Context: an optimization exercise on an open-source flow, tuned for small area, a short achievable clock period and few clock cycles. The choices shown serve that exercise and are no tape-out recipe.
The RTL was checked by simulation tests, not by an equivalence proof against the original design.
No activity file was given, so power comes from the tool's default toggle rates.

== run A ==
// pwm_codec
module pwm_codec (
    input  wire        clk,
    input  wire        rst,           
    input  wire        cmd_valid,
    output wire        cmd_ready,
    input  wire [31:0] cmd,
    input  wire [63:0] op_a,
    input  wire [63:0] op_b,
    input  wire [63:0] op_c,
    output reg         rsp_valid,
    output reg  [3:0]  rsp_status,
    output reg  [63:0] rsp_r0,
    output wire [63:0] rsp_r1
);
    localparam WR = 82;               
    localparam WY = 79;               
    localparam [3:0] ST_OK             = 4'd0;
    localparam [3:0] ST_ILLEGAL_OP     = 4'd1;
    localparam [3:0] ST_ARG_RANGE      = 4'd2;
    localparam [3:0] ST_FREQ_NONPOS    = 4'd3;
    localparam [3:0] ST_CLOCK_NONPOS   = 4'd4;
    localparam [3:0] ST_PRESCALE_RANGE = 4'd5;
    localparam [3:0] ST_OVERFLOW       = 4'd6;
    localparam [WY-1:0] P21   = 79'd476837158203125;
    localparam [WY-1:0] K3    = P21 << 10;    
    localparam [WR-1:0] HALF4 = {3'd0, P21 << 8};    
    localparam [WY-1:0] DIV4  = P21 << 21;    
    localparam [63:0]   P9    = 64'd1953125;
    localparam [2:0] S_IDLE  = 3'd0;
    localparam [2:0] S_MUL   = 3'd2;
    localparam [2:0] S_NORM  = 3'd3;
    localparam [2:0] S_DIV   = 3'd4;
    localparam [2:0] S_MID   = 3'd5;
    localparam [2:0] S_FIN   = 3'd6;
    reg [2:0]    state, ns;
    reg          rdy;
    reg [2:0]    op;                  
    reg          ill;                 
    reg          chk;                 
    reg          ahi;                 
    reg          ph2;                 
    reg [3:0]    err;                 
    reg [WR-1:0] r;                   
    reg [WY-1:0] y;                   
    reg          xb;                  
    reg          yovf;                
    reg          qovf;                
    reg [6:0]    cnt;                 
    reg [12:0]   r1;                  
    wire [63:0] x = rsp_r0;           
    assign cmd_ready = rdy;
    assign rsp_r1    = {51'd0, r1};
    function [2:0] booth;
        input x1, x0, xb;
  ...
Settings: LEC_CHECK=0, CAP_MARGIN=30, CORE_MARGIN=2, CORE_UTILIZATION=40, CTS_BUF_LIST=sky130_fd_sc_hd__clkbuf_4 sky130_fd_sc_hd__clkbuf_8, SETUP_SLACK_MARGIN=5, SLEW_MARGIN=30; clock period 10.0 ns.
standard.sh (not shown) runs the stock make flow with config.mk's settings and CLKGATE_MAP_FILE= SYNTH_SCRIPT=/design/flow/synth_recipe.tcl, a recipe that flattens the netlist after the stock synthesis.
==> flow/flow/run.sh <==
#!/bin/bash
# The standard layout (standard.sh, all steps to finish), except that the
# buffers buffer_ports puts on every input and output port are buf_1 cells.
set -e
export BUFFER_PORTS_ARGS="-buffer_cell sky130_fd_sc_hd__buf_1"
bash standard.sh > standard.log 2>&1
Testbench counts of run A, summed over its fixed seeds: cycles 78,842.
### run A -> run B
Settings: a deleted CTS_BUF_LIST that had been sky130_fd_sc_hd__clkbuf_4 sky130_fd_sc_hd__clkbuf_8.
==> flow/run.sh (new file) <==
#!/bin/bash
# synth_recipe.tcl (not shown) runs the flow's synth.tcl, then flattens the netlist and writes it again
# the make line also repeats each setting of config.mk as NAME=value (left out here)
make -C /OpenROAD-flow-scripts/flow DESIGN_CONFIG=/design/flow/config.mk WORK_HOME=/design/flow/orfs CLKGATE_MAP_FILE= SYNTH_SCRIPT=/design/flow/synth_recipe.tcl finish
removed: flow/flow/run.sh
removed: flow/standard.sh
Findings:
- Lower critical path depth was reported by run A, not run B.
- Compared with run A, run B shows a lower largest net degree at the start of global routing.
- A launch point of the worst path of y[20]$_DFFE_PP_ is what run B shows, while cmd[1] belongs to run A.
- Setup WNS run A -> run B: worse
[inputs] run C vs run B
Settings: TNS_END_PERCENT newly set to 5; CTS_BUF_LIST newly set to sky130_fd_sc_hd__clkbuf_4 sky130_fd_sc_hd__clkbuf_8.
==> flow/flow/run.sh (new file) <==
#!/bin/bash
# The standard layout (standard.sh, all steps to finish), except that the
# buffers buffer_ports puts on every input and output port are buf_1 cells.
set -e
export BUFFER_PORTS_ARGS="-buffer_cell sky130_fd_sc_hd__buf_1"
bash standard.sh > standard.log 2>&1
==> flow/standard.sh (new file) <==
#!/bin/bash
# synth_recipe.tcl (not shown) runs the flow's synth.tcl, then flattens the netlist and writes it again
# the make line also repeats each setting of config.mk as NAME=value (left out here)
make -C /OpenROAD-flow-scripts/flow DESIGN_CONFIG=/design/flow/config.mk WORK_HOME=/design/flow/orfs CLKGATE_MAP_FILE= SYNTH_SCRIPT=/design/flow/synth_recipe.tcl "${@:-finish}"
removed: flow/run.sh
[summary]
Summary of run C over run B: via count climbed about 0.9%; power dropped 4.0%; logic gate share of total power climbed 0.9 points. A worst setup path startpoint of y[22]$_DFFE_PP_ is what run C shows, while y[20]$_DFFE_PP_ belongs to run B.
Changes in run D relative to run C:
Settings: clearing TNS_END_PERCENT, which used to be 5; clearing CTS_BUF_LIST, which used to be sky130_fd_sc_hd__clkbuf_4 sky130_fd_sc_hd__clkbuf_8.
Notes after the runs:
From run C to run D the numbers moved as follows: pin slew with the least headroom to its limit saw an increase; final setup skew saw a decrease.
Comparing run C and run D, the lower overall power of the completed layout is on run C.
Looking at post-route minimum period, run D sits below run C.
Run C and run D ended up with nearly the same share of the core filled with cells.
Looking at run C and run D, the non-clock buffer count is a wash.
The area added between synthesis and finish in run D sits 0.24 points above the value recorded for run C.
Final standard cell area without fillers across run C and run D: no real change.
When run D is set beside run C, its first-pass GRT wire length turns out to be 0.87% smaller.

---

Another version of the RTL of pwm_codec (not shown whole).
For scale: about 3300 cells after synthesis, about 270 flip-flops, roughly 27000 um2 of cells after synthesis.
clock: 10.0 ns
lec_check: 0
cap_margin: 20
core_margin: 2
core_utilization: 40
place_density: 0.45
setup_slack_margin: 5
slew_margin: 20
run.sh (not shown) runs the stock make flow with config.mk's settings and CLKGATE_MAP_FILE= SYNTH_SCRIPT=/design/flow/synth_recipe.tcl, a recipe that flattens the netlist after the stock synthesis.
Stock flow here: none of the scripts above is used.
Testbench counts at the start, summed over its fixed seeds: cycles 81,614.
Change:
PLACE_DENSITY = default   (was 0.45)
With this change the flow produced a layout that fails on max-capacitance violations, max-slew violations.
Power shrinks by 5.5%.
Global-route usage shrinks by 3.9 points.
Combinational power shrinks by about 6%.
Routed wire length shrinks by 9.0%.
Critical path depth shrinks by 1.
Die area stays the same.
Cell count shrinks by 0.40%.
Non-clock buffer count shrinks by 19.

-- re-timing with driven ports --
How much do the figures lean on ideal ports? The routed layouts below were timed once more, with nothing changed but the port constraints. Step 1 assumes that a clkbuf_16 drives the clock port and a buf_2 every other input. Step 2, shift: input delay + t, output delay - t, t = (earliest + latest rising clock arrival at the registers) / 2. This alone moves slack from input paths to output paths. Three values: ideal, step 1, step 2; two values: the first two.
| run | t, ns | setup WS [ns] | slew at the worst register clock pin (ns) |
|---|---|---|---|
| run A | 0.742 | 5.077 / 5.085 / 4.355 | 0.08 / 0.08 |
| run B | 0.653 | 4.905 / 4.905 / 4.331 | 0.06 / 0.06 |
| run C | 0.766 | 4.851 / 4.851 / 4.356 | 0.07 / 0.07 |
| run D | 0.641 | 5.008 / 5.008 / 4.590 | 0.07 / 0.07 |
| the first run of note 2 | 0.649 | 4.722 / 4.722 / 4.548 | 0.07 / 0.07 |
| the second run of note 2 | 0.661 | 4.797 / 4.797 / 4.656 | 0.06 / 0.06 |
The setup slack of run A, which loses most, moves by +0.008 ns with the drivers and by -0.722 ns with both steps.
